Context: an optimization exercise on an open-source flow, tuned for a short achievable clock period and few clock cycles. The choices shown serve that exercise and are no tape-out recipe. The RTL was checked by simulation tests, not by an equivalence proof against the original design. Power and IR drop assume default switching activity.

==> flow/design.v <==
module il_core (
    input  wire        clk,
    input  wire        rst,
    input  wire        start,
    input  wire [15:0] prog_len,
    output wire        busy,
    output wire [15:0] acc,
    output wire [15:0] last_line,
    output wire [4:0]  esp,
    output wire [4:0]  csp,
    output wire        prog_valid,
    output wire [15:0] prog_addr,
    input  wire        prog_ready,
    input  wire [15:0] prog_word,
    input  wire [15:0] prog_opr,
    output wire        mem_valid,
    output wire        mem_we,
    output wire [1:0]  mem_region,
    output wire [4:0]  mem_slot,
    output wire [15:0] mem_wdata,
    input  wire        mem_ready,
    input  wire [15:0] mem_rdata
);
    localparam DEPTH = 20;
    localparam [4:0] OP_LOAD = 5'd1,  OP_STOR = 5'd2,  OP_SET = 5'd3,
                     OP_AND  = 5'd5,  OP_OR   = 5'd6,  OP_XOR = 5'd7,
                     OP_ADD  = 5'd8,  OP_SUB  = 5'd9,  OP_MUL = 5'd10,
                     OP_DIV  = 5'd11, OP_GT   = 5'd12, OP_GE  = 5'd13,
                     OP_EQ   = 5'd14, OP_NE   = 5'd15, OP_LE  = 5'd16,
                     OP_LT   = 5'd17, OP_JUMP = 5'd18, OP_CALL = 5'd19,
                     OP_RET  = 5'd20, OP_CLOSE = 5'd21;
    localparam [2:0] PH_RUN  = 3'd0,    
                     PH_CMEM = 3'd1,    
                     PH_MUL1 = 3'd2,
                     PH_MUL2 = 3'd3,
                     PH_MUL3 = 3'd4,
                     PH_DIV0 = 3'd5,
                     PH_DIVI = 3'd6;
    integer k;
    reg [15:0] acc_r;
    reg [15:0] last_line_r;
    reg [4:0]  esp_r;
    reg [4:0]  csp_r;
    reg [15:0] edisc;
    reg        esp_z, esp_f;    
    reg        ed_z, ed_f;      
    reg [4:0]  estk_op [0:DEPTH-1];    
    reg        estk_n  [0:DEPTH-1];    
    reg [15:0] estk_a  [0:DEPTH-1];    
    reg [15:0] cstk    [0:DEPTH-1];    
    reg        busy_r;
    reg        pv;         
    reg        fmore;      
    reg [15:0] pa;         
    reg [15:0] plen;
    reg        cp_push, cp_pop;
    reg        spec;       
    reg        redir;      
    reg [15:0] rd_pa;
    reg        rd_more;
    reg [15:0] cp_val;
    wire [15:0] ctop = cp_push ? cp_val : (cp_pop ? cstk[1] : cstk[0]);
    function [7:0] decode_addr;    
        input [15:0] a;
        reg h0, h1, h2, h3, l0, l1, l2, l3, v;
        reg [4:0] dm;
        begin
            h0 = (a[15:5] == 11'd0);       
            h1 = (a[15:6] == 10'h09C);     
            h2 = (a[15:7] == 9'h0EA);      
            h3 = (a[15:7] == 9'h138);      
            l0 = (a[4:0] >= 5'd1)  && (a[4:0] <= 5'd26);
            l1 = (a[5:0] >= 6'h11) && (a[5:0] <= 6'h2A);
            l2 = (a[6:0] >= 7'h31) && (a[6:0] <= 7'h4A);
            l3 = (a[6:0] >= 7'h41) && (a[6:0] <= 7'h5A);
            v  = (h0 & l0) | (h1 & l1) | (h2 & l2) | (h3 & l3);
            dm = a[4:0] - 5'd1;             
            decode_addr = {v, {2{v}} & {h2 | h3, h1 | h3},
                           {5{v}} & {dm[4] ^ (h1 | h2), dm[3:0]}};
        end
    endfunction
    wire [4:0] p_op  = (prog_word[7:0] > 8'd21) ? 5'd0 : prog_word[4:0];
    wire       p_i   = prog_word[8];
    wire       p_n   = prog_word[9];
    wire       p_c   = prog_word[10];
    wire       p_g   = prog_word[11];
    wire       p_ld  = (p_op == OP_LOAD);
    wire       p_st  = (p_op == OP_STOR);
    wire       p_sr  = (p_op == 5'd3) || (p_op == 5'd4);
    wire       p_bin = (p_op >= OP_AND) && (p_op <= OP_LT);
    wire       p_md  = (p_op == OP_MUL) || (p_op == OP_DIV);
    wire       p_j   = (p_op == OP_JUMP);
    wire       p_cl  = (p_op == OP_CALL);
    wire       p_rt  = (p_op == OP_RET);
    wire       p_cls = (p_op == OP_CLOSE);
    wire       p_ctrl = p_j | p_cl | p_rt;
    wire [7:0] p_dec = decode_addr(prog_opr);
    wire       p_mok = p_dec[7];
    wire k_ld   = p_ld & !p_g;
    wire k_open = p_g & (p_ld | p_st | p_bin);
    wire k_stor = p_st & !p_g;
    wire k_bin  = p_bin & !p_g;
    wire [6:0] p_kind = {p_ctrl, p_cls, k_bin, p_sr, k_stor, k_open, k_ld};
    wire p_memreq = p_mok & ((k_ld & !p_i) | (k_open & p_bin & !p_i) |
                             k_stor | p_sr | (k_bin & !p_i));
    wire p_useimm = (p_ld & (p_i | p_g)) | (p_st & p_g) | (p_bin & p_i);
    wire [15:0] p_vimm = (p_useimm ? prog_opr : 16'd0) ^ {16{p_n & k_bin}};
    wire p_rinv = k_ld & p_n;
    wire p_we   = k_stor | p_sr;
    wire p_mod  = !(k_stor | p_sr | p_ctrl);
    wire p_fin  = !p_cls & !(k_bin & p_md);    
    wire p_logic = (p_op == OP_AND) || (p_op == OP_OR) || (p_op == OP_XOR);
    wire p_nacc = !(k_ld | (k_bin & p_memreq & !p_md & !p_logic));
    wire p_exec = !(p_op == 5'd0);    
    wire [15:0] pa1 = pa + 16'd1;
    localparam QW = 77;
    wire [QW-1:0] p_ent = {p_sps, p_nacc, p_fin, p_mod, p_we, p_rinv, p_memreq, p_dec[4:0], p_dec[6:5],
                           pa1, p_vimm, prog_opr, p_c, p_n, p_i, p_op, p_kind};
    localparam QD = 3;
    reg [QW-1:0] q [0:QD-1];
    reg [QD:0]   qv;         
    wire         b_v = qv[0];
    reg        e_v;
    reg [2:0]  e_ph;
    reg [6:0]  e_kind;
    reg [4:0]  e_op;
    reg        e_i, e_n, e_c;
    reg [15:0] e_opr, e_vimm, e_line1;
    reg [1:0]  e_region;
    reg [4:0]  e_slot;
    reg        e_memreq, e_rinv, e_we, e_mod, e_fin, e_nacc;
    reg        e_sp;       
    reg        w_pend;
    reg [4:0]  w_op;
    reg [15:0] w_b;
    reg        m_req;      
    reg [15:0] mA, mB;
    reg [15:0] m4 [0:3];    
    reg        mdiv;
    reg [15:0] dR, dD, dQ;
    reg [3:0]  dCnt;
    reg        dZero;
    wire e_kld   = e_kind[0];
    wire e_kopen = e_kind[1];
    wire e_kstor = e_kind[2];
    wire e_ksr   = e_kind[3];
    wire e_kbin  = e_kind[4];
    wire e_kcls  = e_kind[5];
    wire e_kctrl = e_kind[6];
    reg  acc_nz;     
    wire e_stall = w_pend && e_nacc;
    wire e_run  = e_v && (e_ph == PH_RUN) && !e_stall;
    wire e_cm   = e_v && (e_ph == PH_CMEM);
    wire e_cond = acc_nz ^ e_n;
    reg        mv_r;
    reg [15:0] wd_r;
    assign mem_valid  = mv_r;
    assign mem_we     = e_we;
    assign mem_region = e_region;
    assign mem_slot   = e_slot;
    wire   mhs        = mem_valid & mem_ready;
    assign mem_wdata  = wd_r;
    wire [15:0] rdm   = {mem_rdata[15:1] & {15{e_region[1]}}, mem_rdata[0]};
    wire [15:0] rd_inv = rdm ^ {{15{e_rinv & e_region[1]}}, e_rinv};    
    wire [15:0] rd_bin = rdm ^ {16{e_n}};          
    wire [4:0]  top_op = estk_op[0];
    wire        top_n  = estk_n[0];
    wire [15:0] top_a  = estk_a[0];
    function [15:0] s16;
        input [16:0] x;
        s16 = x[15:0];
    endfunction
    function [16:0] add16;
        input [15:0] a;
        input [15:0] b;
        input        ci;
        reg   [15:0] g, p, gg, pp2;
        integer j, d;
        begin
            g = a & b;
            p = a ^ b;
            g[0] = g[0] | (p[0] & ci);
            gg  = g;
            pp2 = p;
            for (d = 1; d < 16; d = d * 2) begin
                for (j = 15; j >= d; j = j - 1) begin
                    gg[j]  = gg[j] | (pp2[j] & gg[j-d]);
                    pp2[j] = pp2[j] & pp2[j-d];
                end
            end
            add16 = {gg[15], p ^ {gg[14:0], ci}};
        end
    endfunction
    function [15:0] alu;
        input [4:0]  op;
        input [15:0] a;
        input [15:0] b;
        reg   [16:0] d, d2, sm;
        reg          lt, gt, cl, ce, cg, cmp;
        begin
            sm = add16(a, b, 1'b0);
            d  = add16(a, ~b, 1'b1);
            d2 = add16(b, ~a, 1'b1);
            lt = !d[16];
            gt = !d2[16];
            cl = (op == OP_LT) || (op == OP_LE) || (op == OP_NE);
            ce = (op == OP_GE) || (op == OP_EQ) || (op == OP_LE);
            cg = (op == OP_GT) || (op == OP_GE) || (op == OP_NE);
            cmp = lt ? cl : (gt ? cg : ce);
            alu = ({16{op == OP_AND}} & (a & b)) |
                  ({16{op == OP_OR}}  & (a | b)) |
                  ({16{op == OP_XOR}} & (a ^ b)) |
                  ({16{op == OP_ADD}} & sm[15:0]) |
                  ({16{op == OP_SUB}} & d[15:0]) |
                  {15'd0, cmp};
        end
    endfunction
    function sum_zero;
        input [15:0] a;
        input [15:0] b;
        sum_zero = (((a ^ b) ^ {(a[14:0] | b[14:0]), 1'b0}) == 16'd0);
    endfunction
    function alu_nz;
        input [4:0]  op;
        input [15:0] a;
        input [15:0] b;
        reg   [16:0] d, d2;
        reg          lt, gt, cl, ce, cg;
        begin
            d  = add16(a, ~b, 1'b1);
            d2 = add16(b, ~a, 1'b1);
            lt = !d[16];
            gt = !d2[16];
            cl = (op == OP_LT) || (op == OP_LE) || (op == OP_NE);
            ce = (op == OP_GE) || (op == OP_EQ) || (op == OP_LE);
            cg = (op == OP_GT) || (op == OP_GE) || (op == OP_NE);
            case (op)
                OP_AND: alu_nz = ((a & b) != 16'd0);
                OP_OR:  alu_nz = ((a | b) != 16'd0);
                OP_XOR, OP_SUB: alu_nz = (a != b);
                OP_ADD: alu_nz = !sum_zero(a, b);
                OP_GT, OP_GE, OP_EQ, OP_NE, OP_LE, OP_LT:
                        alu_nz = lt ? cl : (gt ? cg : ce);
                default: alu_nz = 1'b0;
            endcase
        end
    endfunction
    wire [15:0] yw = alu(w_op, acc_r, w_b);
    wire [15:0] yr   = alu(e_op, acc_r, e_vimm);             
    wire [15:0] c_b  = acc_r ^ {16{top_n}};
    wire [15:0] yc   = top_n ? alu(top_op, top_a, ~acc_r) : alu(top_op, top_a, acc_r);
    wire        yc_nz = top_n ? alu_nz(top_op, top_a, ~acc_r) : alu_nz(top_op, top_a, acc_r);
    wire        r_md = (top_op == OP_MUL) || (top_op == OP_DIV);
    wire [7:0] acc_dec = decode_addr(acc_r);
    wire       c_disc  = !ed_z;
    wire       c_empty = esp_z;
    wire       c_ldst  = (top_op == OP_LOAD) || (top_op == OP_STOR);
    wire       c_done  = c_disc || c_empty || (!c_ldst && !r_md);
    function [31:0] csa;    
        input [15:0] x, y, z;
        reg   [15:0] s, c;
        begin
            s = x ^ y ^ z;
            c = (x & y) | (x & z) | (y & z);
            csa = {c[14:0], 1'b0, s};
        end
    endfunction
    wire        ph_run = (e_ph == PH_RUN);
    wire [15:0] oA = ph_run ? acc_r : mA;
    wire [15:0] oB = ph_run ? e_vimm : mB;
    reg [15:0] mt [0:39];
    always @(*) begin
        for (k = 0; k < 16; k = k + 1)
            mt[k] = oB[k] ? (oA << k) : 16'd0;
        for (k = 0; k < 12; k = k + 1) begin
            mt[16 + 2*k] = mt[3*k] ^ mt[3*k+1] ^ mt[3*k+2];
            mt[17 + 2*k] = ((mt[3*k] & mt[3*k+1]) | (mt[3*k] & mt[3*k+2]) |
                            (mt[3*k+1] & mt[3*k+2])) << 1;
        end
    end
    wire [31:0] mf_1 = csa(m4[0], m4[1], m4[2]);
    wire [31:0] mf_2 = csa(m4[3], mf_1[15:0], mf_1[31:16]);
    wire [15:0] mf_s2 = mf_2[15:0];
    wire [15:0] mf_c2 = mf_2[31:16];
    wire [15:0] mfin  = mf_s2 + mf_c2;
    function [4:0] lzc;
        input [15:0] x;
        integer j;
        begin
            lzc = 5'd16;
            for (j = 0; j < 16; j = j + 1)
                if (x[j]) lzc = 5'd15 - j[4:0];
        end
    endfunction
    wire [4:0]  lzA = lzc(mA);
    wire [4:0]  lzB = lzc(mB);
    wire [4:0]  dS  = lzB - lzA;
    wire [15:0] dD1 = dD >> 1;
    wire [16:0] d_t = {1'b0, dR} - {1'b0, dD};
    wire        d_ge = !d_t[16];
    wire [16:0] d_u = {1'b0, dR} - {1'b0, dD1};
    wire [17:0] d_x = {2'b0, dR};
    wire [17:0] d_y = ~{2'b0, dD};
    wire [17:0] d_z = ~{2'b0, dD1};
    wire [17:0] d_s = d_x ^ d_y ^ d_z;
    wire [17:0] d_c = {((d_x[16:0] & d_y[16:0]) | (d_x[16:0] & d_z[16:0]) |
                        (d_y[16:0] & d_z[16:0])), 1'b1};
    wire [17:0] d_v = d_s + d_c + 18'd1;               
    wire        d_ge2 = d_ge ? !d_v[17] : !d_u[16];
    wire [15:0] d_r2 = d_ge ? (d_ge2 ? d_v[15:0] : d_t[15:0])
                            : (d_ge2 ? d_u[15:0] : dR);
    task mul_tree;
        begin
            for (k = 0; k < 4; k = k + 1) m4[k] <= mt[36 + k];
            e_ph <= PH_MUL3;
        end
    endtask
    task div_setup;
        begin
            dZero <= (mB == 16'd0) || (lzB < lzA);
            dR    <= mA;
            dD    <= mB << dS[3:0];
            dQ    <= 16'd0;
            dCnt  <= dS[3:0];
            e_ph  <= PH_DIVI;
        end
    endtask
    reg e_done;
    always @(*) begin
        e_done = 1'b0;
        if (e_v) begin
            case (e_ph)
            PH_RUN:  e_done = !e_stall && (e_kcls ? c_done : (e_fin && (!mem_valid || mem_ready)));
            PH_CMEM: e_done = !m_req || mem_ready;
            PH_MUL3: e_done = 1'b1;
            PH_DIVI: e_done = dZero || (dCnt[3:1] == 3'd0);
            default: e_done = 1'b0;
            endcase
        end
    end
    wire e_accept = !e_v || e_done;
    wire e_lg   = (e_op == OP_AND) || (e_op == OP_OR) || (e_op == OP_XOR);
    wire em_bin = e_run & e_kbin & e_fin & m_req & !e_lg;    
    wire em_lg  = e_run & e_kbin & m_req & e_lg;             
    wire [15:0] ylg = (e_op == OP_AND) ? (acc_r & rd_bin) :
                      (e_op == OP_OR)  ? (acc_r | rd_bin) : (acc_r ^ rd_bin);
    wire em_rd  = (e_run & (e_kld | (e_kopen & !esp_f)) & m_req) |
                  (e_cm & !e_we & m_req);
    reg        o_en;       
    reg        o_yr;       
    reg        o_yc;       
    reg [15:0] o_val;      
    reg        o_nz;       
    always @(*) begin
        o_en  = 1'b0;
        o_yr  = 1'b0;
        o_yc  = 1'b0;
        o_val = 16'd0;
        o_nz  = 1'b0;
        if (e_v) begin
            case (e_ph)
            PH_RUN: if (!e_stall) begin
                if (e_kld && !e_memreq) begin
                    o_en = 1'b1;  o_val = e_vimm;  o_nz = (e_vimm != 16'd0);
                end else if (e_kopen && !e_memreq && !esp_f) begin
                    o_en = 1'b1;  o_val = e_vimm;  o_nz = (e_vimm != 16'd0);
                end else if (e_kbin && e_fin && !e_memreq) begin
                    o_en = 1'b1;  o_yr = 1'b1;
                end else if (e_kcls && !c_disc && !c_empty) begin
                    if (top_op == OP_STOR) begin
                        o_en = 1'b1;  o_val = top_a;  o_nz = (top_a != 16'd0);
                    end else if (top_op == OP_LOAD) begin
                        o_en = !acc_dec[7];  o_val = 16'd0;
                    end else if (!r_md && top_op >= OP_AND && top_op <= OP_LT) begin
                        o_en = 1'b1;  o_yc = 1'b1;
                    end
                end
            end
            PH_MUL3: begin
                o_en = 1'b1;
            end
            PH_DIVI: begin
                o_en = dZero || (dCnt[3:1] == 3'd0);
            end
            default: ;
            endcase
        end
    end
    wire        t_bin  = mem_ready & em_bin;
    wire        t_rd   = mem_ready & em_rd;
    wire        t_lg   = mem_ready & em_lg;
    wire        s_mul  = e_v & (e_ph == PH_MUL3);
    wire        s_div  = e_v & (e_ph == PH_DIVI) & !dZero & (dCnt[3:1] == 3'd0);
    wire [15:0] y_div  = dCnt[0] ? {dQ[13:0], d_ge, d_ge2} : {dQ[14:0], d_ge};
    wire        nz_div = (dCnt[0] ? (dQ[13:0] != 14'd0) || d_ge2 : (dQ[14:0] != 15'd0)) || d_ge;
    wire        s_oth  = o_en & !o_yr & !o_yc & !s_mul & !s_div;
    wire        s_yw   = w_pend & !t_rd & !o_en;
    wire        s_hold = !(t_rd | t_lg | o_en | w_pend);
    wire [15:0] acc_nx = ({16{t_rd}} & rd_inv) | ({16{t_lg}} & ylg) |
                         ({16{o_yr}} & yr) | ({16{o_yc}} & yc) | ({16{s_yw}} & yw) |
                         ({16{s_mul}} & mfin) | ({16{s_div}} & y_div) |
                         ({16{s_oth}} & o_val) | ({16{s_hold}} & acc_r);
    wire        lg_nz  = (e_op == OP_AND) ? ((acc_r & rd_bin) != 16'd0) :
                         (e_op == OP_OR)  ? (acc_nz || (rd_bin != 16'd0)) : (acc_r != rd_bin);
    wire        nz_nx  = (t_rd & (rd_inv != 16'd0)) | (t_lg & lg_nz) |
                         (o_yr & alu_nz(e_op, acc_r, e_vimm)) | (o_yc & yc_nz) |
                         (s_yw & alu_nz(w_op, acc_r, w_b)) | (s_mul & !sum_zero(mf_s2, mf_c2)) | (s_div & nz_div) |
                         (s_oth & o_nz) | (s_hold & acc_nz);
    wire        hs       = pv && prog_ready;
    wire        lt_pa1   = (pa1 < plen);
    wire        lt_opr   = (prog_opr < plen);
    wire        lt_ctop  = (ctop < plen);
    reg         q_mod;
    always @(*) begin
        q_mod = 1'b0;
        for (k = 0; k < QD; k = k + 1)
            if (qv[k] && q[k][QW-4]) q_mod = 1'b1;
    end
    wire        acc_stable = !(e_v && e_mod) && !q_mod && !w_pend;
    wire        w_j      = (prog_word[7:0] == 8'd18);
    wire        w_cl     = (prog_word[7:0] == 8'd19);
    wire        w_rt     = (prog_word[7:0] == 8'd20);
    wire        w_ctrl   = w_j | w_cl | w_rt;
    wire        w_nop    = (prog_word[7:0] == 8'd0) || (prog_word[7:0] > 8'd21);
    wire        p_hold   = w_ctrl && ((p_c && !acc_stable) || (spec && !w_j));
    wire        p_sps    = p_hold && !spec;       
    wire        p_go     = !p_hold && (!p_c || (acc_nz ^ p_n));
    wire        p_push   = w_cl && p_go && (csp_r != DEPTH);
    wire        p_pop    = w_rt && p_go && (csp_r != 5'd0);
    wire        p_tj     = (w_j && p_go) || p_push;
    wire        p_tr     = w_rt && p_go;
    wire        p_toE    = !w_nop && (!w_ctrl || p_hold);
    wire [15:0] p_next   = p_tj ? prog_opr : (p_tr ? (p_pop ? ctop : 16'hFFFF) : pa1);
    wire        p_lt     = p_tj ? lt_opr : (p_tr ? (p_pop && lt_ctop) : lt_pa1);
    wire        p_more   = p_lt && !(p_hold && spec);
    wire        x_e      = e_run && e_kctrl;
    wire        flush;       
    wire        hs_ok    = hs && !redir && !flush;    
    wire        e_go     = !e_c || e_cond;
    wire        e_push   = (e_op == OP_CALL) && e_go && (csp_r != DEPTH);
    wire        e_pop    = (e_op == OP_RET) && e_go && (csp_r != 5'd0);
    wire        e_tj     = ((e_op == OP_JUMP) && e_go) || e_push;
    wire        e_tr     = (e_op == OP_RET) && e_go;
    wire [15:0] e_next   = e_tj ? e_opr : (e_tr ? (e_pop ? ctop : 16'hFFFF) : e_line1);
    assign      flush    = x_e && e_sp && (e_tj || e_tr);
    wire        fl_wait  = pv && !prog_ready;    
    wire        e_lt     = e_tj ? (e_opr < plen) : (e_tr ? (e_pop && lt_ctop) : (e_line1 < plen));
    reg        fmore_n, e_v_n;
    wire       x_own  = flush || redir || (x_e && !e_sp);
    wire       c_port = hs && !x_own;
    wire       f_oth  = flush ? (fl_wait || e_lt) : redir ? (!hs || rd_more) :
                        (x_e && !e_sp) ? e_lt : fmore;
    wire [15:0] pa_oth = flush ? (fl_wait ? pa : e_next) : redir ? (hs ? rd_pa : pa) :
                         (x_e && !e_sp) ? e_next : pa;
    wire [15:0] pa_d  = ({16{c_port & p_tj}} & prog_opr) |
                        ({16{c_port & p_tr & p_pop}} & ctop) |
                        {16{c_port & p_tr & !p_pop}} |
                        ({16{c_port & !p_tj & !p_tr}} & pa1) |
                        ({16{!c_port}} & pa_oth);
    reg [QD:0] qv_n;
    wire       q_pop  = e_accept && b_v;
    wire       q_push = hs_ok && p_toE && !(e_accept && !b_v);
    wire [QW-1:0] src = b_v ? q[0] : p_ent;    
    wire       c_to_cm = e_run && e_kcls && !c_disc && !c_empty && c_ldst;
    wire       m_req_nx = flush ? 1'b0 : c_to_cm ? acc_dec[7] :
                          e_accept ? (b_v ? q[0][QW-7] : (hs_ok && p_toE && p_memreq)) :
                          (m_req && !mhs);
    wire       ksr_nx  = !c_to_cm && (e_accept ? src[3] : e_ksr);
    wire       n_nx    = c_to_cm ? top_n : (e_accept ? src[13] : e_n);
    wire       set_nx  = e_accept ? (src[11:7] == OP_SET) : (e_op == OP_SET);
    wire       p_word  = (prog_opr[15:7] == 9'h0EA) || (prog_opr[15:7] == 9'h138);
    wire       word_nx = c_to_cm ? acc_dec[6] :
                         (e_accept ? (b_v ? q[0][64] : p_word) : e_region[1]);
    wire       nacc_nx = e_accept ? src[QW-2] : e_nacc;
    wire       mv_nx   = m_req_nx && (!ksr_nx || (nz_nx ^ n_nx)) && !(t_bin && nacc_nx);
    wire [15:0] wd_nx  = ksr_nx ? {15'd0, set_nx} :
                         (word_nx ? (acc_nx ^ {16{n_nx}}) : {15'd0, nz_nx ^ n_nx});
    always @(*) begin
        fmore_n = c_port ? p_more : f_oth;
        for (k = 0; k < QD; k = k + 1) begin
            if (q_pop && !q_push)      qv_n[k] = qv[k+1];
            else if (q_push && !q_pop) qv_n[k] = qv[k] | ((k == 0) ? 1'b1 : qv[k-1]);
            else                       qv_n[k] = qv[k];
        end
        qv_n[QD] = 1'b0;
        if (flush) qv_n = {(QD+1){1'b0}};
        e_v_n = e_v;
        if (e_accept) e_v_n = !flush && (b_v || (hs_ok && p_toE));
    end
    reg        sp_pend;
    reg [4:0]  sp_op;
    reg        sp_n;
    reg [15:0] sp_a;
    wire push_go = e_run && e_kopen && !esp_f && (!m_req || mem_ready);
    wire pop_go  = e_run && e_kcls && !c_disc && !c_empty;
    always @(posedge clk) begin
        if (rst) begin
            sp_pend <= 1'b0;
        end else begin
            if (push_go) begin
                estk_op[0] <= e_op;
                estk_n[0]  <= e_n;
                estk_a[0]  <= acc_r;
                sp_op <= estk_op[0];
                sp_n  <= estk_n[0];
                sp_a  <= estk_a[0];
            end else if (pop_go) begin
                estk_op[0] <= sp_pend ? sp_op : estk_op[1];
                estk_n[0]  <= sp_pend ? sp_n  : estk_n[1];
                estk_a[0]  <= sp_pend ? sp_a  : estk_a[1];
            end
            if (sp_pend && !pop_go) begin
                estk_op[1] <= sp_op;
                estk_n[1]  <= sp_n;
                estk_a[1]  <= sp_a;
                for (k = 2; k < DEPTH; k = k + 1) begin
                    estk_op[k] <= estk_op[k-1];
                    estk_n[k]  <= estk_n[k-1];
                    estk_a[k]  <= estk_a[k-1];
                end
            end else if (pop_go && !sp_pend) begin
                for (k = 1; k < DEPTH - 1; k = k + 1) begin
                    estk_op[k] <= estk_op[k+1];
                    estk_n[k]  <= estk_n[k+1];
                    estk_a[k]  <= estk_a[k+1];
                end
            end
            sp_pend <= push_go;
        end
    end
    always @(posedge clk) begin
        if (rst) begin
            cp_push <= 1'b0;
            cp_pop  <= 1'b0;
        end else begin
            cp_push <= busy_r && (x_e ? e_push : (hs_ok && p_push));
            cp_pop  <= busy_r && (x_e ? e_pop : (hs_ok && p_pop));
            cp_val  <= x_e ? e_line1 : pa1;
            if (cp_push) begin
                cstk[0] <= cp_val;
                for (k = 1; k < DEPTH; k = k + 1) cstk[k] <= cstk[k-1];
            end else if (cp_pop) begin
                for (k = 0; k < DEPTH - 1; k = k + 1) cstk[k] <= cstk[k+1];
            end
        end
    end
    always @(posedge clk) begin
        if (rst) begin
            busy_r <= 1'b0;
            pv     <= 1'b0;
            fmore  <= 1'b0;
            qv     <= {(QD+1){1'b0}};
            e_v    <= 1'b0;
            e_ph   <= PH_RUN;
            m_req  <= 1'b0;
            spec   <= 1'b0;
            redir  <= 1'b0;
            mv_r   <= 1'b0;
            w_pend <= 1'b0;
            pa       <= 16'd0;
            e_slot   <= 5'd0;
            e_region <= 2'd0;
            acc_r  <= 16'd0;
            acc_nz <= 1'b0;
            esp_r  <= 5'd0;
            esp_z  <= 1'b1;
            esp_f  <= 1'b0;
            ed_z   <= 1'b1;
            ed_f   <= 1'b0;
            csp_r  <= 5'd0;
            edisc  <= 16'd0;
        end else if (!busy_r) begin
            if (start) begin
                busy_r <= 1'b1;
                plen   <= prog_len;
                pa     <= 16'd0;
                fmore  <= (prog_len != 16'd0);
                pv     <= (prog_len != 16'd0);
                last_line_r <= pa;
            end
        end else begin
            fmore  <= fmore_n;
            qv     <= qv_n;
            e_v    <= e_v_n;
            pv     <= fmore_n && !qv_n[QD-1];
            busy_r <= fmore_n || qv_n[0] || e_v_n || t_bin;
            if (x_e) begin
                if (e_push) csp_r <= csp_r + 5'd1;
                else if (e_pop) csp_r <= csp_r - 5'd1;
            end else if (hs_ok) begin
                if (p_push) csp_r <= csp_r + 5'd1;
                else if (p_pop) csp_r <= csp_r - 5'd1;
            end
            pa <= pa_d;
            if (flush) begin
                rd_pa   <= e_next;
                rd_more <= e_lt;
            end
            redir <= flush ? fl_wait : (redir && !hs);
            if (x_e && e_sp) spec <= 1'b0;
            else if (hs_ok && p_sps) spec <= 1'b1;
            for (k = 0; k < QD; k = k + 1) begin
                if (q_pop) begin
                    if (hs && qv[k] && !qv[k+1]) q[k] <= p_ent;
                    else if (k < QD - 1) q[k] <= q[k+1];
                end else if (hs && !qv[k] && ((k == 0) || qv[k-1])) begin
                    q[k] <= p_ent;
                end
            end
            m_req <= m_req_nx;
            mv_r  <= mv_nx;
            wd_r  <= wd_nx;
            if (e_accept) begin
                e_ph <= PH_RUN;
                {e_sp, e_nacc, e_fin, e_mod, e_we, e_rinv, e_memreq, e_slot, e_region, e_line1, e_vimm,
                 e_opr, e_c, e_n, e_i, e_op, e_kind} <= b_v ? q[0] : p_ent;
            end
            acc_r  <= acc_nx;
            acc_nz <= nz_nx;
            w_pend <= t_bin;
            w_op   <= e_op;
            w_b    <= rd_bin;
            if (e_v) begin
                case (e_ph)
                PH_RUN: if (!e_stall) begin
                    if (e_kopen) begin
                        if (mhs || !e_memreq) begin
                            if (!esp_f) begin
                                esp_r <= esp_r + 5'd1;
                                esp_z <= 1'b0;
                                esp_f <= (esp_r == DEPTH - 1);
                            end else if (!ed_f) begin
                                edisc <= edisc + 16'd1;
                                ed_z  <= 1'b0;
                                ed_f  <= (edisc == 16'hFFFE);
                            end
                        end
                    end else if (e_kbin) begin
                        if (mhs || !e_memreq) begin
                            if (!e_fin) begin
                                mdiv <= (e_op == OP_DIV);
                                if (mhs) begin
                                    mA   <= acc_r;
                                    mB   <= rd_bin;
                                    e_ph <= (e_op == OP_DIV) ? PH_DIV0 : PH_MUL1;
                                end else if (e_op == OP_DIV) begin
                                    mA   <= acc_r;
                                    mB   <= e_vimm;
                                    e_ph <= PH_DIV0;
                                end else begin
                                    mul_tree;
                                end
                            end
                        end
                    end else if (e_kcls) begin
                        if (c_disc) begin
                            edisc <= edisc - 16'd1;
                            ed_z  <= (edisc == 16'd1);
                            ed_f  <= 1'b0;
                        end else if (!c_empty) begin
                            esp_r <= esp_r - 5'd1;
                            esp_z <= (esp_r == 5'd1);
                            esp_f <= 1'b0;
                            if (c_ldst) begin
                                e_ph     <= PH_CMEM;
                                e_region <= acc_dec[6:5];
                                e_slot   <= acc_dec[4:0];
                                e_we     <= (top_op == OP_STOR);
                                e_n      <= top_n;
                                e_rinv   <= top_n;
                            end else if (r_md) begin
                                mdiv <= (top_op == OP_DIV);
                                mA   <= top_a;
                                mB   <= c_b;
                                e_ph <= (top_op == OP_DIV) ? PH_DIV0 : PH_MUL1;
                            end
                        end
                    end
                end
                PH_MUL1: begin
                    mul_tree;
                end
                PH_DIV0: begin
                    div_setup;
                end
                PH_DIVI: begin
                    dR   <= d_r2;
                    dD   <= dD >> 2;
                    dQ   <= {dQ[13:0], d_ge, d_ge2};
                    dCnt <= dCnt - 4'd2;
                end
                default: ;
                endcase
            end
        end
    end
    assign busy       = busy_r;
    assign acc        = acc_r;
    assign last_line  = busy_r ? last_line_r : pa;
    assign esp        = esp_r;
    assign csp        = csp_r;
    assign prog_valid = pv;
    assign prog_addr  = pa;
endmodule
==> flow/run.sh <==
#!/bin/bash
# synth_recipe.tcl (not shown) runs the flow's synth.tcl, then flattens the netlist and writes it again
# the make line also repeats each setting of config.mk as NAME=value (left out here)
make -C /OpenROAD-flow-scripts/flow DESIGN_CONFIG=/design/flow/config.mk WORK_HOME=/design/flow/orfs CLKGATE_MAP_FILE= SYNTH_SCRIPT=/design/flow/synth_recipe.tcl finish
==> flow/config.mk <==
export PLATFORM = sky130hd
export DESIGN_NAME = il_core
export DESIGN_NICKNAME = il_core
export VERILOG_FILES = /design/flow/design.v
export SDC_FILE = /design/flow/constraint.sdc
export NUM_CORES = 4
export LEC_CHECK = 0
export CAP_MARGIN = 20
export CORE_MARGIN = 2
export CORE_UTILIZATION = 40
export SETUP_SLACK_MARGIN = 5.0
export SLEW_MARGIN = 20
==> flow/constraint.sdc <==
create_clock -name core_clock -period 8.0 [get_ports {clk}]
set_input_delay 1.6000 -clock core_clock [delete_from_list [all_inputs] [get_ports {clk}]]
set_output_delay 1.6000 -clock core_clock [all_outputs]
set_load 0.01 [all_outputs]
==> impl_metrics.json, run 1 <==
{
  "p_clk_frac": 0.395,
  "p_int_mw": 13.18,
  "yosysWarningCount": 9,
  "synth.area.top_cells": "edfxtp_1, mux2_2, ha_1, fa_1, nand2_1",
  "ys_seq_elements": 1396,
  "synth_flop_cell": "edfxtp_1",
  "core-area_mm2": 0.2073,
  "wl_per_cell_um": 28.64,
  "grt.total_usage": 0.2827,
  "hold_start": "estk_n[0]",
  "fin_crit_ns": 4.292,
  "clk_latency_ns": 0.88,
  "hold_viol": 0,
  "grt_max_degree": 218,
  "finalNetCount": 8927,
  "vias": 67520,
  "cts_tree": "yes",
  "gp_congestion": 0.9675,
  "min_to": "sp_n",
  "cp-end-kind": "flip-flop",
  "port_buffers": 149,
  "die_area_mm2": 0.2123,
  "max-slew-margin-rel": 0.1833,
  "clock_skew_ns": 0.06985,
  "initial_core_util": 0.4027,
  "finalNonFillerCells": 11220,
  "first_iter_violations": 7571,
  "rsz0062_at_grt": "yes",
  "status": "timing/DRC/antenna clean",
  "synth.avg_cell_area_um2": 11.28,
  "routed_wl_um": 321300,
  "htreeDepth": 4,
  "setup_tns_ns": 0,
  "post-route-period-util": 0.5365,
  "ys_top_cells_by_count": "edfxtp_1, mux2_2, nand2_1, nor2_1, a21oi_1",
  "criticalPathCategory": "flip-flop to flip-flop",
  "first_global_vias": 65370,
  "hold_buffers": 0,
  "die_w_um": 460.8,
  "postLayoutCellArea_mm2": 0.1105,
  "synth_edf_count": 1308,
  "die_h_um": 460.8,
  "p_per_area_mw_per_mm2": 164.1,
  "io_pins": 154,
  "final_util": 0.5333,
  "postPlaceCellArea_mm2": 0.08829,
  "synthDistinctLibCells": 113,
  "ys_async_sr_fraction": 0,
  "ctsRootBufferMaster": "clkbuf_16",
  "dp_hpwl_um": 190700,
  "timing.rr.start": "acc_r[0]",
  "cp_max_fo": 5,
  "grt.overflow.total": 0,
  "num_rows": 167,
  "synth_area_mm2": 0.08346,
  "syn-num-nets": 8030,
  "grt_pass1_wl_um": 443300,
  "arrival_ns": 5.02,
  "grt_antenna_before_repair": 13,
  "ys_seq_area_frac": 0.4917,
  "min_path_cells": 0,
  "clk_pin_slew_worst_paths_ns": 0.08,
  "combPwrFrac": 0.158,
  "area_delta_synth_final_pct": 32.44,
  "setup_viol": 0,
  "vias_per_cell": 6.020,
  "synth_most_common_cell": "edfxtp_1",
  "r2r-end": "mv_r",
  "hold_path_class": "flip-flop to flip-flop",
  "drive_gt1_frac": 0.3860,
  "clockBufferDepth": 3,
  "rr_worst_depth": 14,
  "p_switching_mw": 4.959,
  "synth.largest_area_cell": "edfxtp_1",
  "synth_top_area_frac": 0.4706,
  "first_pass_iters": 9,
  "clkSinkCount": 1396,
  "fin_hold_ws_ns": 0.4261,
  "tightestPinTransition_ns": 1.219,
  "swShare": 0.2734,
  "seqPwrFrac": 0.447,
  "drv_slew": 0,
  "ant_nets": 0,
  "fmax_mhz": 233.0,
  "peakVddDrop_v": 0.0001885,
  "cp-start-kind": "flip-flop",
  "synthCells": 7401,
  "p_leak_nw": 40.69,
  "maxCapViolCount": 0,
  "regToRegSetupSlack_ns": 3.71,
  "cts_buffers": 155,
  "nFillCells": 17430,
  "critPathRequiredTime_ns": 8.73,
  "dp.cells": 10070,
  "post-route-drc-count": 0
}
## kinds of logic after synthesis
group	after synthesis	synth area share
mux	915	0.1222
buf+inv	803	0.03700
fa+ha+maj	560	0.09519
simple gates	1883	0.1044
flops	1396	0.4917
xor+xnor	269	0.02823
compound gates	1575	0.1213
## registers in the layout (all words and copies together), names as in the netlist, 20 cells and up
signal,flops
estk_a,320
cstk,320
m4,47
q,225
estk_op,100
estk_n,20
## power groups by stage
stage | clock [mW] | sequential [mW] | combinational (mW)
after floorplan | 0 | 8.25 | 1.22
after global placement | 0 | 8.29 | 2.00
after detailed placement | 0 | 8.29 | 2.00
after CTS | 7.27 | 8.11 | 2.61
after global routing | 7.55 | 8.11 | 2.99
final | 7.16 | 8.11 | 2.87
## how the worst max path moves through the flow
stage                     from             to  cells past startpoint
finish                acc_r[0]           mv_r                     14
global route        e_vimm[14]        wd_r[0]                     14
CTS                  m4[0][12]        wd_r[0]                     12
detailed placement   mem_ready        q[2][1]                      9
global placement     mem_ready       q[2][66]                      9
floorplan                  rst  estk_a[10][0]                      4
## per-layer routing
layer | GRT usage | routed length (um) | part of all wire | up-vias
met5 | 0 | 176 | 0.00055 | -
met4 | 0.1691 | 24300 | 0.076 | 12
met2 | 0.4519 | 147200 | 0.46 | 3578
li1 | - | - | - | 29270
met3 | 0.05905 | 27770 | 0.086 | 1084
met1 | 0.3519 | 121900 | 0.38 | 33580
## area by class of cell
class | instances | area [um2] | area share
antenna | 9 | 22.52 | 0.0002037
clock buffer | 188 | 4023 | 0.03639
clock inverter | 91 | 999.7 | 0.009044
inverter | 368 | 1464 | 0.01324
multi-input combinational | 5221 | 46130 | 0.4173
sequential | 1396 | 41240 | 0.3731
tap | 2788 | 3488 | 0.03156
timing repair buffer | 1155 | 13170 | 0.1192
timing repair inverter | 1 | 5.005 | 0.00004528
## per-stage QoR
stage	worst slack (ns)	power (mW)
global placement	2.102	10.28
finish	3.708	18.14
floorplan	-0.2767	9.471
detailed placement	2.027	10.29
global route	3.683	18.65
CTS	3.797	17.99
## critical path: stages (launching register included)
cell and delay (ns):
dfxtp_4 0.40, clkinvlp_4 0.19, ha_2 0.30, fa_1 0.41, nand3b_1 0.23, a21oi_2 0.27
a21oi_2 0.19, o31a_1 0.35, o21ai_0 0.24, a21oi_1 0.17, o32ai_4 0.44, nand4_1 0.25
nand3b_4 0.27, xnor2_4 0.19, a221o_1 0.30
## layout by cell type, fill, tap and decap left out, types with 70 or more instances in the layout
master and count:
a21oi_2 85, nand2_2 81, clkbuf_16 178, nand2_1 460, mux2_2 755, fa_1 87, buf_4 545, xnor2_1 140
ha_1 354, inv_1 297, mux2i_1 100, nor3_1 84, a211oi_1 104, nand3_1 70, nor4_1 70, edfxtp_1 1308
buf_6 277, o21ai_0 263, nor2_1 507, buf_12 126, a21oi_1 347
## timing repair
| item | 4_1_cts | 5_1_grt |
|---|---|---|
| pin swaps | 388 | 343 |
| endpoints found under the setup margin | 2204 | 1192 |
| gates cloned | 62 | 32 |
| resized for setup | 1946 | 758 |
| setup buffers | 553 | 208 |
Testbench counts, summed over its fixed seeds: cycles 54,913.
==> run 2: changes to the inputs <==
--- a/flow/design.v
+++ b/flow/design.v
@@ -152,14 +152,13 @@
     wire e_run  = e_v && (e_ph == PH_RUN) && !e_stall;
     wire e_cm   = e_v && (e_ph == PH_CMEM);
     wire e_cond = acc_nz ^ e_n;
-    reg        mv_r;
-    reg [15:0] wd_r;
-    assign mem_valid  = mv_r;
+    assign mem_valid  = m_req & (!e_ksr | (acc_nz ^ e_n)) & !(w_pend & e_nacc);
     assign mem_we     = e_we;
     assign mem_region = e_region;
     assign mem_slot   = e_slot;
     wire   mhs        = mem_valid & mem_ready;
-    assign mem_wdata  = wd_r;
+    assign mem_wdata  = e_ksr ? {15'd0, (e_op == OP_SET)} :
+                        (e_region[1] ? (acc_r ^ {16{e_n}}) : {15'd0, acc_nz ^ e_n});
     wire [15:0] rdm   = {mem_rdata[15:1] & {15{e_region[1]}}, mem_rdata[0]};
     wire [15:0] rd_inv = rdm ^ {{15{e_rinv & e_region[1]}}, e_rinv};    
     wire [15:0] rd_bin = rdm ^ {16{e_n}};          
@@ -465,16 +464,6 @@
     wire       m_req_nx = flush ? 1'b0 : c_to_cm ? acc_dec[7] :
                           e_accept ? (b_v ? q[0][QW-7] : (hs_ok && p_toE && p_memreq)) :
                           (m_req && !mhs);
-    wire       ksr_nx  = !c_to_cm && (e_accept ? src[3] : e_ksr);
-    wire       n_nx    = c_to_cm ? top_n : (e_accept ? src[13] : e_n);
-    wire       set_nx  = e_accept ? (src[11:7] == OP_SET) : (e_op == OP_SET);
-    wire       p_word  = (prog_opr[15:7] == 9'h0EA) || (prog_opr[15:7] == 9'h138);
-    wire       word_nx = c_to_cm ? acc_dec[6] :
-                         (e_accept ? (b_v ? q[0][64] : p_word) : e_region[1]);
-    wire       nacc_nx = e_accept ? src[QW-2] : e_nacc;
-    wire       mv_nx   = m_req_nx && (!ksr_nx || (nz_nx ^ n_nx)) && !(t_bin && nacc_nx);
-    wire [15:0] wd_nx  = ksr_nx ? {15'd0, set_nx} :
-                         (word_nx ? (acc_nx ^ {16{n_nx}}) : {15'd0, nz_nx ^ n_nx});
     always @(*) begin
         fmore_n = c_port ? p_more : f_oth;
         for (k = 0; k < QD; k = k + 1) begin
@@ -555,7 +544,6 @@
             m_req  <= 1'b0;
             spec   <= 1'b0;
             redir  <= 1'b0;
-            mv_r   <= 1'b0;
             w_pend <= 1'b0;
             pa       <= 16'd0;
             e_slot   <= 5'd0;
@@ -608,8 +596,6 @@
                 end
             end
             m_req <= m_req_nx;
-            mv_r  <= mv_nx;
-            wd_r  <= wd_nx;
             if (e_accept) begin
                 e_ph <= PH_RUN;
                 {e_sp, e_nacc, e_fin, e_mod, e_we, e_rinv, e_memreq, e_slot, e_region, e_line1, e_vimm,
==> impl_metrics.json, run 2 <==
{
  "status": "timing/DRC/antenna clean",
  "synth_edf_count": 1292,
  "cp-start-kind": "flip-flop",
  "clockBufferDepth": 3,
  "port_buffers": 149,
  "path_buf_inv": 5,
  "clk_pin_slew_worst_paths_ns": 0.06,
  "final_common_cell": "edfxtp_1",
  "first_iter_violations": 7634,
  "syn-num-nets": 7925,
  "timing.rr.start": "e_ph[1]",
  "synth.largest_area_cell": "edfxtp_1",
  "synth.area.top_cells": "edfxtp_1, mux2_2, ha_1, fa_1, nor2_1",
  "core-area_mm2": 0.2048,
  "grt_pass1_wl_um": 440200,
  "synthCells": 7296,
  "cp.depth": 16,
  "critPathCapture": "m4[2][15]",
  "htreeDepth": 4,
  "setup_viol": 0,
  "regToRegSetupSlack_ns": 3.95,
  "fin_crit_ns": 4.055,
  "clk_latency_ns": 0.85,
  "vias_per_cell": 6.084,
  "drv_slew": 0,
  "area_delta_synth_final_pct": 34.85,
  "p_leak_nw": 40.29,
  "cp_max_fo": 6,
  "synthDistinctLibCells": 99,
  "combPwrFrac": 0.067,
  "p_int_mw": 12.36,
  "total_power_mw": 16.21,
  "crit_path_frequent_cell": "xnor2_1",
  "hold_path_class": "flip-flop to flip-flop",
  "arrival_ns": 4.58,
  "cts_tree": "yes",
  "synth_top_area_frac": 0.4707,
  "seqPwrFrac": 0.488,
  "clock_skew_ns": 0.07478,
  "crit_slowest_cell": "fa_1",
  "rsz0062_at_grt": "yes",
  "criticalPathCategory": "flip-flop to flip-flop",
  "first_pass_iters": 8,
  "critPathRequiredTime_ns": 8.53,
  "max_stage_delay_ns": 0.53,
  "die_area_mm2": 0.2097,
  "vias": 67590,
  "clkSinkCount": 1379,
  "io_pins": 154,
  "rr_worst_depth": 16,
  "swShare": 0.2376,
  "p_clk_frac": 0.445,
  "fmax_mhz": 246.6,
  "startpoint": "e_ph[1]",
  "routed_wl_um": 321800,
  "fin_hold_ws_ns": 0.4398,
  "post-route-drc-count": 0,
  "finalNetCount": 8926,
  "die_w_um": 457.9,
  "dp_hpwl_um": 186000,
  "grt.overflow.total": 0,
  "synth_flop_cell": "edfxtp_1",
  "max-slew-margin-rel": 0.05620,
  "mostFrequentLayoutCells": "edfxtp_1, mux2_2, buf_4",
  "synth.avg_cell_area_um2": 11.30,
  "tightestPinTransition_ns": 1.413,
  "path_cells": "buf_12 -> or3_4 -> buf_12 -> buf_12 -> mux2i_4 -> nor2_2 -> fa_1 -> inv_2 -> fa_1 -> inv_1 -> fa_2 -> xnor2_2 -> xnor2_1 -> xnor2_1 -> xnor2_1 -> xnor2_1",
  "maxCapViolCount": 0,
  "r2r-end": "m4[2][15]",
  "hold_viol": 0,
  "ys_seq_area_frac": 0.4918,
  "die_h_um": 457.9,
  "first_global_vias": 64760,
  "initial_core_util": 0.4025,
  "cts_buffers": 157,
  "cp-end-kind": "flip-flop",
  "synth_area_mm2": 0.08242,
  "peakVddDrop_v": 0.0002021,
  "yosysWarningCount": 9,
  "cpLargestDelayFamily": "adder cells",
  "ctsRootBufferMaster": "clkbuf_16",
  "ys_top_cells_by_count": "edfxtp_1, mux2_2, nor2_1, nand2_1, a21oi_1",
  "drive_gt1_frac": 0.3987,
  "ant_nets": 0,
  "grt_max_degree": 110,
  "gp_congestion": 0.9497,
  "p_switching_mw": 3.851,
  "ys_async_sr_fraction": 0,
  "synth_most_common_cell": "edfxtp_1",
  "p_per_area_mw_per_mm2": 145.8,
  "ys_seq_elements": 1379,
  "wl_per_cell_um": 28.96,
  "grt.total_usage": 0.2818,
  "post-route-period-util": 0.5068,
  "reg_top3": "cstk x320, estk_a x320, q x225",
  "num_rows": 166,
  "grt_antenna_before_repair": 6
}
run 2: cell count changes in the layout (fill, tap and decap cells not counted), sizes merged, moves of 18 or more:
cell / before / now
mux2i: 137 / 155
mux2: 772 / 745
inv: 352 / 328
a211oi: 135 / 85
buf: 1074 / 1171
nand2: 614 / 584
xnor2: 179 / 216
run 2: layer usage:
layer,global-route usage,up-vias,share of wire
met4,0.1578,6,0.075
met5,0,-,0.00011
met2,0.4496,3737,0.45
met1,0.3560,33560,0.38
met3,0.05956,1156,0.092
li1,-,29130,-
run 2: area by class of cell:
class / count / area [um2]
clock inverters: 90 / 988.4
flip-flops and latches: 1379 / 40700
inverters: 336 / 1401
repair buffers: 1260 / 14460
clock buffers: 191 / 4109
diodes: 4 / 10.01
fillers: 16900 / 93650
well taps: 2688 / 3363
multi-input cells: 5163 / 46120
run 2: worst min path at each step:
stage	end	slack (ns)	startpoint	cells past startpoint
2_1_floorplan	cstk[19][0]	0.42	cstk[18][0]	0
3_3_place_gp	cstk[19][13]	0.43	cstk[18][13]	0
3_5_place_dp	estk_a[19][12]	0.43	estk_a[18][12]	0
4_1_cts	estk_op[19][3]	0.45	estk_op[18][3]	0
5_1_grt	cstk[19][8]	0.45	cstk[18][8]	0
6_report	cstk[19][8]	0.44	cstk[18][8]	0
run 2: power groups by stage:
| stage | sequential, mW | clock, mW | combinational, mW |
|---|---|---|---|
| finish | 7.91 | 7.21 | 1.09 |
| global route | 7.91 | 7.61 | 1.13 |
| CTS | 7.91 | 7.31 | 0.938 |
| detailed placement | 8.09 | 0 | 0.703 |
| global placement | 8.09 | 0 | 0.697 |
| floorplan | 8.04 | 0 | 0.410 |
run 2: through the flow:
stage | worst slack [ns] | instances | area, um2 | TNS [ns] | util
2_1_floorplan | -0.1508 | 7296 | 82770 | -59.72 | -
3_3_place_gp | 2.239 | 9877 | 87290 | 0 | 0.4262
3_5_place_dp | 2.182 | 9877 | 87290 | 0 | 0.4262
4_1_cts | 3.962 | 10790 | 104000 | 0 | 0.5081
5_1_grt | 3.816 | 11110 | 111100 | 0 | 0.5427
6_report | 3.945 | 11110 | 111100 | 0 | 0.5427
run 2: kinds of logic (layout without fill, tap and decap cells):
| family | count (synthesis) | in the layout | share of synthesized area |
|---|---|---|---|
| buf+inv | 772 | 1877 | 0.03625 |
| xor+xnor | 295 | 295 | 0.03158 |
| compound gates | 1508 | 1517 | 0.1164 |
| simple gates | 1876 | 1885 | 0.1052 |
| fa+ha+maj | 560 | 560 | 0.09640 |
| mux | 906 | 906 | 0.1222 |
| other cells | 0 | 4 | 0 |
| flops | 1379 | 1379 | 0.4918 |
run 2: repair_timing:
| item | CTS | global route |
|---|---|---|
| hold endpoints to repair | 0 | 0 |
| pin swaps | 316 | 351 |
| setup buffers | 557 | 277 |
| setup endpoints to repair | 1915 | 1194 |
| hold buffers | 0 | 0 |
| gates resized for setup | 1786 | 1030 |
| gates cloned | 75 | 40 |
Testbench counts of run 2, summed over its fixed seeds: cycles 54,913.
==> run 3: changes to the inputs <==
--- a/flow/design.v
+++ b/flow/design.v
@@ -135,7 +135,7 @@
     reg [15:0] w_b;
     reg        m_req;      
     reg [15:0] mA, mB;
-    reg [15:0] m4 [0:3];    
+    reg [15:0] m4 [0:2];    
     reg        mdiv;
     reg [15:0] dR, dD, dQ;
     reg [3:0]  dCnt;
@@ -267,18 +267,28 @@
     wire        ph_run = (e_ph == PH_RUN);
     wire [15:0] oA = ph_run ? acc_r : mA;
     wire [15:0] oB = ph_run ? e_vimm : mB;
-    reg [15:0] mt [0:39];
+    wire [16:0] bx = {oB, 1'b0};
+    reg  [2:0]  bt;
+    reg         bneg;
+    reg  [15:0] bm;
+    reg  [15:0] mt [0:20];
     always @(*) begin
-        for (k = 0; k < 16; k = k + 1)
-            mt[k] = oB[k] ? (oA << k) : 16'd0;
-        for (k = 0; k < 12; k = k + 1) begin
-            mt[16 + 2*k] = mt[3*k] ^ mt[3*k+1] ^ mt[3*k+2];
-            mt[17 + 2*k] = ((mt[3*k] & mt[3*k+1]) | (mt[3*k] & mt[3*k+2]) |
+        mt[8] = 16'd0;
+        for (k = 0; k < 8; k = k + 1) begin
+            bt   = bx[2*k +: 3];
+            bneg = bt[2] && !(bt[1] && bt[0]);
+            bm   = (bt[1] ^ bt[0]) ? oA :
+                   ((bt == 3'b011) || (bt == 3'b100)) ? {oA[14:0], 1'b0} : 16'd0;
+            mt[k] = (bneg ? ~bm : bm) << (2*k);
+            mt[8][2*k] = bneg;
+        end
+        for (k = 0; k < 6; k = k + 1) begin
+            mt[9 + 2*k]  = mt[3*k] ^ mt[3*k+1] ^ mt[3*k+2];
+            mt[10 + 2*k] = ((mt[3*k] & mt[3*k+1]) | (mt[3*k] & mt[3*k+2]) |
                             (mt[3*k+1] & mt[3*k+2])) << 1;
         end
     end
-    wire [31:0] mf_1 = csa(m4[0], m4[1], m4[2]);
-    wire [31:0] mf_2 = csa(m4[3], mf_1[15:0], mf_1[31:16]);
+    wire [31:0] mf_2 = csa(m4[0], m4[1], m4[2]);
     wire [15:0] mf_s2 = mf_2[15:0];
     wire [15:0] mf_c2 = mf_2[31:16];
     wire [15:0] mfin  = mf_s2 + mf_c2;
@@ -310,7 +320,7 @@
                             : (d_ge2 ? d_u[15:0] : dR);
     task mul_tree;
         begin
-            for (k = 0; k < 4; k = k + 1) m4[k] <= mt[36 + k];
+            for (k = 0; k < 3; k = k + 1) m4[k] <= mt[18 + k];
             e_ph <= PH_MUL3;
         end
     endtask
==> impl_metrics.json, run 3 <==
{
  "status": "timing/DRC/antenna clean",
  "wl_met2_um": 134200,
  "first_global_vias": 62940,
  "synth_area_mm2": 0.08162,
  "maxCapViolCount": 0,
  "first_pass_iters": 7,
  "cp_max_fo": 7,
  "ys_seq_area_frac": 0.4915,
  "first_iter_violations": 7245,
  "synth_most_common_cell": "edfxtp_1",
  "swShare": 0.2388,
  "drv_slew": 0,
  "critPathCapture": "m4[1][15]",
  "vias_per_cell": 5.983,
  "cp-end-kind": "flip-flop",
  "synthDistinctLibCells": 117,
  "synth_flop_cell": "edfxtp_1",
  "postPlaceCellArea_mm2": 0.08643,
  "fin_crit_ns": 4.155,
  "synthSimpleGateAreaFrac": 0.1017,
  "hold_buffers": 0,
  "timing.rr.start": "e_ph[0]",
  "grt_max_degree": 209,
  "startpoint": "e_ph[0]",
  "max-slew-margin-rel": 0.2575,
  "crit_slowest_cell": "fa_1",
  "path_cells": "nor3_4 -> buf_6 -> buf_12 -> mux2_4 -> inv_2 -> ha_4 -> or2_4 -> a21oi_2 -> a31oi_1 -> o21ai_2 -> fa_1 -> inv_1 -> fa_2 -> xnor2_2 -> xnor2_1 -> xnor2_1 -> xnor2_1 -> xnor2_1 -> xnor2_1",
  "cp-start-kind": "flip-flop",
  "p_switching_mw": 3.865,
  "combPwrFrac": 0.078,
  "area_delta_synth_final_pct": 29.54,
  "cts_tree": "yes",
  "fmax_mhz": 240.7,
  "wl_per_cell_um": 27.73,
  "clockBufferDepth": 3,
  "clock_skew_ns": 0.06129,
  "hold_path_class": "flip-flop to flip-flop",
  "ctsRootBufferMaster": "clkbuf_16",
  "clk_pin_slew_worst_paths_ns": 0.06,
  "fin_hold_ws_ns": 0.4421,
  "crit_path_frequent_cell": "xnor2_1",
  "arrival_ns": 4.72,
  "synth_compound_area_frac": 0.1272,
  "routed_wl_um": 301200,
  "muxShareOfSynthArea": 0.1203,
  "cts_buffers": 155,
  "reg_top3": "cstk x320, estk_a x320, q x225",
  "rsz0062_at_grt": "yes",
  "syn-num-nets": 7797,
  "finalNetCount": 8637,
  "grt.total_usage": 0.2757,
  "p_per_area_mw_per_mm2": 153.1,
  "ys_top_cells_by_count": "edfxtp_1, mux2_2, nand2_1, nor2_1, ha_1",
  "post-route-period-util": 0.5193,
  "met3_length_um": 26530,
  "synth.area.top_cells": "edfxtp_1, mux2_2, ha_1, nand2_1, a21oi_1",
  "num_rows": 165,
  "hold_viol": 0,
  "setup_viol": 0,
  "criticalPathCategory": "flip-flop to flip-flop",
  "tightestPinTransition_ns": 1.114,
  "die_w_um": 455.7,
  "port_buffers": 149,
  "regToRegSetupSlack_ns": 3.85,
  "highest_layer": "met5",
  "synth_edf_count": 1278,
  "dp.cells": 9811,
  "initial_core_util": 0.4030,
  "max_stage_delay_ns": 0.54,
  "post-route-drc-count": 0,
  "postLayoutCellArea_mm2": 0.1057,
  "drive_gt1_frac": 0.3693,
  "gp_congestion": 0.9685,
  "p_clk_frac": 0.438,
  "ys_async_sr_fraction": 0,
  "seqPwrFrac": 0.484,
  "met1_length_um": 120000,
  "dp_hpwl_um": 187400,
  "grt.overflow.total": 0,
  "synth_top_area_frac": 0.4702,
  "clkSinkCount": 1365,
  "vias": 64980,
  "peakVddDrop_v": 0.0002213,
  "nFillCells": 17350,
  "ant_nets": 0,
  "synth_top_family_by_area": "compound AO/OA/AOI/OAI gates",
  "setup_tns_ns": 0,
  "die_area_mm2": 0.2077,
  "critPathRequiredTime_ns": 8.57,
  "htreeDepth": 4,
  "synth_xor_area_frac": 0.03593,
  "mostFrequentLayoutCells": "edfxtp_1, mux2_2, buf_4",
  "p_int_mw": 12.32,
  "final_common_cell": "edfxtp_1",
  "p_leak_nw": 38.78,
  "clk_latency_ns": 0.86,
  "die_h_um": 455.7,
  "io_pins": 154,
  "grt_pass1_wl_um": 427800,
  "synth.avg_cell_area_um2": 11.31,
  "synth.largest_area_cell": "edfxtp_1",
  "synthAdderAreaFrac": 0.08625,
  "synthCells": 7214,
  "ys_seq_elements": 1365,
  "r2r-end": "m4[1][15]",
  "core-area_mm2": 0.2025,
  "finalNonFillerCells": 10860,
  "rr_worst_depth": 19,
  "yosysWarningCount": 9,
  "total_power_mw": 16.18,
  "grt_antenna_before_repair": 8
}
run 3: cell count changes after synthesis, sizes merged, moves of 25 or more:
cell,change
mux2i,-50
a21o,+26
xor2,+41
clkbuf,-41
nand3,+25
nor2,-117
a211oi,-25
fa,-44
inv,+30
a22oi,+38
run 3: critical path, delay by kind of cell (launching register included):
kind	cells	cell delay, ns
fa+ha+maj	3	1.01
xor+xnor	6	0.91
buf+inv	4	0.48
simple gates	2	0.40
flops	1	0.37
compound gates	3	0.37
mux	1	0.35
run 3: final cells by class:
| type | instances | area, um2 | share of cell area |
|---|---|---|---|
| Timing Repair Buffer | 1079 | 11230 | 0.1062 |
| Sequential cell | 1365 | 40290 | 0.3811 |
| Tap cell | 2672 | 3343 | 0.03162 |
| Clock inverter | 90 | 973.4 | 0.009207 |
| Multi-Input combinational cell | 5090 | 44320 | 0.4192 |
| Antenna cell | 9 | 22.52 | 0.0002130 |
| Clock buffer | 193 | 4071 | 0.03851 |
| Inverter | 363 | 1473 | 0.01393 |
run 3: power by group through the flow:
| stage | clock network (mW) | logic (mW) | registers, mW |
|---|---|---|---|
| 5_1_grt | 7.51 | 1.34 | 7.83 |
| 3_5_place_dp | 0 | 0.883 | 8.00 |
| 2_1_floorplan | 0 | 0.554 | 7.98 |
| 6_report | 7.10 | 1.26 | 7.83 |
| 3_3_place_gp | 0 | 0.870 | 8.00 |
| 4_1_cts | 7.24 | 1.14 | 7.83 |
run 3: worst min path at each step:
| stage | from | end | slack (ns) | cells after the start |
|---|---|---|---|---|
| 2_1_floorplan | estk_op[0][1] | sp_op[1] | 0.42 | 0 |
| 3_3_place_gp | cstk[18][10] | cstk[19][10] | 0.43 | 0 |
| 3_5_place_dp | estk_op[18][3] | estk_op[19][3] | 0.43 | 0 |
| 4_1_cts | estk_a[18][1] | estk_a[19][1] | 0.45 | 0 |
| 5_1_grt | cstk[18][11] | cstk[19][11] | 0.45 | 0 |
| 6_report | estk_a[18][1] | estk_a[19][1] | 0.44 | 0 |
run 3: per-stage QoR:
| step | utilization | worst slack (ns) |
|---|---|---|
| floorplan | - | -0.3032 |
| global route | 0.5220 | 3.742 |
| CTS | 0.5029 | 3.993 |
| finish | 0.5220 | 3.845 |
| global placement | 0.4266 | 2.058 |
| detailed placement | 0.4267 | 2.017 |
run 3: logic make-up (layout without fill, tap and decap cells):
family,count (synthesis),in the layout
adders and majority gates,514,514
xor gates and xnor gates,334,334
and+or+nand+nor,1766,1770
DFF,1365,1365
AOI/OAI and AO/OA,1588,1595
other,0,9
muxes,877,877
buffers and inverters,770,1725
run 3: what timing repair did:
item	in CTS	in global routing
cloned	33	21
setup buffers	528	176
gates resized for setup	1827	490
pin swaps	300	267
endpoints found under the setup margin	1897	909
run 3: routing by layer:
layer  GRT usage  vias up
met5           0        -
met4      0.1507        4
met3     0.05813      891
met2      0.4320     3189
met1      0.3561    32260
li1            -    28640
Testbench counts of run 3, summed over its fixed seeds: cycles 54,913.
==> run 4: changes to the inputs <==
--- a/flow/design.v
+++ b/flow/design.v
@@ -110,7 +110,7 @@
     wire p_mod  = !(k_stor | p_sr | p_ctrl);
     wire p_fin  = !p_cls & !(k_bin & p_md);    
     wire p_logic = (p_op == OP_AND) || (p_op == OP_OR) || (p_op == OP_XOR);
-    wire p_nacc = !(k_ld | (k_bin & p_memreq & !p_md & !p_logic));
+    wire p_nacc = !(k_ld | (k_bin & p_memreq & !p_md));
     wire p_exec = !(p_op == 5'd0);    
     wire [15:0] pa1 = pa + 16'd1;
     localparam QW = 77;
@@ -349,10 +349,9 @@
     end
     wire e_accept = !e_v || e_done;
     wire e_lg   = (e_op == OP_AND) || (e_op == OP_OR) || (e_op == OP_XOR);
-    wire em_bin = e_run & e_kbin & e_fin & m_req & !e_lg;    
-    wire em_lg  = e_run & e_kbin & m_req & e_lg;             
-    wire [15:0] ylg = (e_op == OP_AND) ? (acc_r & rd_bin) :
-                      (e_op == OP_OR)  ? (acc_r | rd_bin) : (acc_r ^ rd_bin);
+    wire em_bin = 1'b0;                                      
+    wire em_lg  = e_run & e_kbin & e_fin & m_req;            
+    wire [15:0] ylg = alu(e_op, acc_r, rd_bin);
     wire em_rd  = (e_run & (e_kld | (e_kopen & !esp_f)) & m_req) |
                   (e_cm & !e_we & m_req);
     reg        o_en;       
@@ -409,8 +408,7 @@
                          ({16{o_yr}} & yr) | ({16{o_yc}} & yc) | ({16{s_yw}} & yw) |
                          ({16{s_mul}} & mfin) | ({16{s_div}} & y_div) |
                          ({16{s_oth}} & o_val) | ({16{s_hold}} & acc_r);
-    wire        lg_nz  = (e_op == OP_AND) ? ((acc_r & rd_bin) != 16'd0) :
-                         (e_op == OP_OR)  ? (acc_nz || (rd_bin != 16'd0)) : (acc_r != rd_bin);
+    wire        lg_nz  = alu_nz(e_op, acc_r, rd_bin);
     wire        nz_nx  = (t_rd & (rd_inv != 16'd0)) | (t_lg & lg_nz) |
                          (o_yr & alu_nz(e_op, acc_r, e_vimm)) | (o_yc & yc_nz) |
                          (s_yw & alu_nz(w_op, acc_r, w_b)) | (s_mul & !sum_zero(mf_s2, mf_c2)) | (s_div & nz_div) |
--- a/flow/config.mk
+++ b/flow/config.mk
@@ -5,7 +5,7 @@
 export SDC_FILE = /design/flow/constraint.sdc
 export NUM_CORES = 4
 export LEC_CHECK = 0
-export CAP_MARGIN = 20
+export CAP_MARGIN = 30
 export CORE_MARGIN = 2
 export CORE_UTILIZATION = 40
 export SETUP_SLACK_MARGIN = 5.0
==> impl_metrics.json, run 4 <==
{
  "status": "timing/DRC/antenna clean",
  "post-route-period-util": 0.5209,
  "fin_hold_ws_ns": 0.4498,
  "criticalPathCategory": "flip-flop to flip-flop",
  "arrival_ns": 4.73,
  "synth_area_mm2": 0.08042,
  "postPlaceCellArea_mm2": 0.08514,
  "mostFrequentLayoutCells": "edfxtp_1, mux2_2, buf_4",
  "num_rows": 164,
  "clk_latency_ns": 0.83,
  "io_pins": 154,
  "p_leak_nw": 37.06,
  "nFillCells": 17230,
  "htreeDepth": 4,
  "cp_max_fo": 6,
  "port_buffers": 149,
  "cp-end-kind": "flip-flop",
  "synth_top_area_frac": 0.4679,
  "cp-start-kind": "flip-flop",
  "hold_viol": 0,
  "routed_wl_um": 289200,
  "synth_edf_count": 1253,
  "synthDistinctLibCells": 100,
  "clockBufferDepth": 3,
  "die_area_mm2": 0.2047,
  "finalWorstSetupSlack_ns": 3.833,
  "yosysWarningCount": 9,
  "final_common_cell": "edfxtp_1",
  "ys_top_cells_by_count": "edfxtp_1, mux2_2, nor2_1, nand2_1, a21oi_1",
  "critPathRequiredTime_ns": 8.57,
  "post-route-drc-count": 0,
  "ant_nets": 0,
  "grt.overflow.total": 0,
  "grt_max_degree": 217,
  "synth.area.top_cells": "edfxtp_1, mux2_2, ha_1, a21oi_1, xnor2_1",
  "rsz0062_at_grt": "yes",
  "ctsRootBufferMaster": "clkbuf_16",
  "tightestPinTransition_ns": 1.157,
  "syn-num-nets": 7758,
  "synth_most_common_cell": "edfxtp_1",
  "drv_slew": 0,
  "first_iter_violations": 6710,
  "setup_tns_ns": 0,
  "postLayoutCellArea_mm2": 0.1031,
  "hold_path_class": "flip-flop to flip-flop",
  "synth.largest_area_cell": "edfxtp_1",
  "core-area_mm2": 0.1999,
  "ys_seq_elements": 1339,
  "synth_flop_cell": "edfxtp_1",
  "die_w_um": 452.4,
  "clkSinkCount": 1339,
  "vias_per_cell": 5.930,
  "gp_congestion": 0.9937,
  "final_util": 0.5157,
  "ys_seq_area_frac": 0.4893,
  "pre_cts_slack_ns": 1.993,
  "finalNetCount": 8501,
  "clk_pin_slew_worst_paths_ns": 0.06,
  "max-slew-margin-rel": 0.2287,
  "p_per_area_mw_per_mm2": 155.0,
  "synth.avg_cell_area_um2": 11.17,
  "cts_tree": "yes",
  "dp.cells": 9747,
  "grt.total_usage": 0.2703,
  "peakVddDrop_v": 0.0001647,
  "clock_skew_ns": 0.03695,
  "synthCells": 7200,
  "dp_hpwl_um": 179200,
  "reg_top3": "cstk x320, estk_a x320, q x222",
  "finalNonFillerCells": 10720,
  "fmax_mhz": 240.0,
  "wl_per_cell_um": 26.96,
  "die_h_um": 452.4,
  "total_power_mw": 15.97,
  "first_global_vias": 61870,
  "grt_pass1_wl_um": 414000,
  "setup_viol": 0,
  "initial_core_util": 0.4024,
  "drive_gt1_frac": 0.3489,
  "grt_antenna_before_repair": 9,
  "area_delta_synth_final_pct": 28.16,
  "fin_crit_ns": 4.167,
  "first_pass_iters": 8,
  "cts_buffers": 150,
  "ys_async_sr_fraction": 0,
  "maxCapViolCount": 0,
  "vias": 63600
}
[run 4: metal layers]
layer	vias up	global-route usage	share of wire
li1	28260	-	-
met1	31610	0.3410	0.39
met2	2903	0.4374	0.47
met3	825	0.05142	0.077
met4	6	0.1482	0.063
met5	-	0	0.00012
[run 4: repair_timing]
item / 4_1_cts / 5_1_grt
hold buffers: 0 / 0
pin swaps: 329 / 284
gates cloned: 29 / 6
setup endpoints to repair: 1903 / 881
setup buffers: 495 / 168
resized for setup: 1660 / 480
endpoints found under the hold margin: 0 / 0
[run 4: report_power, final]
| group | switching [mW] | leakage, nW | total, mW | internal [mW] |
|---|---|---|---|---|
| registers | 0.0378 | 12.1 | 7.66 | 7.63 |
| logic | 0.712 | 22.6 | 1.24 | 0.533 |
| clock network | 3.01 | 2.42 | 7.07 | 4.06 |
| total | 3.76 | 37.1 | 16.0 | 12.2 |
[run 4: layout make-up]
type                    count  area, um2  share of cell area
clock buffers             184       3933             0.03816
repair buffers           1004      10470              0.1016
diodes                      6      15.01           0.0001457
flip-flops and latches   1339      39510              0.3833
multi-input cells        5100      43330              0.4204
clock inverters            87       1057             0.01026
inverters                 348       1421             0.01379
well taps                2656       3323             0.03224
[run 4: path summary, 6_finish.rpt]
check,endpoint,slack [ns],cells after the start,startpoint
worst max-delay path,m4[1][12],3.83,17,e_ph[2]
worst max register to register,m4[1][12],3.83,17,e_ph[2]
worst min-delay path,cstk[19][12],0.45,0,cstk[18][12]
worst min register to register,cstk[19][12],0.45,0,cstk[18][12]
[run 4: cells by family (layout without fill, tap and decap cells)]
family                     count (synthesis)  in the layout  share of synthesized area
and+or+nand+nor                         1789           1792                     0.1040
AOI/OAI and AO/OA                       1598           1603                     0.1272
DFF                                     1339           1339                     0.4893
muxes                                    892            893                     0.1240
buffers and inverters                    771           1623                    0.03676
adders and majority gates                489            489                    0.08364
xor gates and xnor gates                 322            323                    0.03507
other                                      0              6                          0
[run 4: critical path, cell delays in order (launching register included)]
cell and delay [ns]:
dfxtp_4 0.39, nor3_4 0.22, buf_12 0.15, buf_12 0.13
mux2i_4 0.24, buf_12 0.13, buf_4 0.11, buf_12 0.10
mux2i_4 0.24, nor2_4 0.06, buf_4 0.17, a22oi_2 0.19
xnor2_1 0.11, fa_2 0.55, inv_1 0.05, fa_1 0.53
inv_1 0.05, fa_1 0.47
Testbench counts of run 4, summed over its fixed seeds: cycles 53,608.

[what the ideal ports hide]
No port has a modelled driver above. Below, the same layouts with a new extraction and two added sets of constraints. Step 1, drivers: a clkbuf_16 drives clk and a buf_2 each remaining input, both assumed. Step 2 also shifts input and output timing later by t, the mid clock arrival at the registers, as if the neighbouring blocks saw the same clock. a / b / c = ideal ports / drivers / drivers and shift; a / b = the first two.
run | t (ns) | setup WS [ns]
run 1 | 0.938 | 3.708 / 3.708 / 2.884
run 2 | 0.908 | 3.945 / 3.945 / 3.205
run 3 | 0.922 | 3.845 / 3.845 / 3.090
run 4 | 0.908 | 3.833 / 3.833 / 3.188
After both steps every run listed still meets setup and hold.
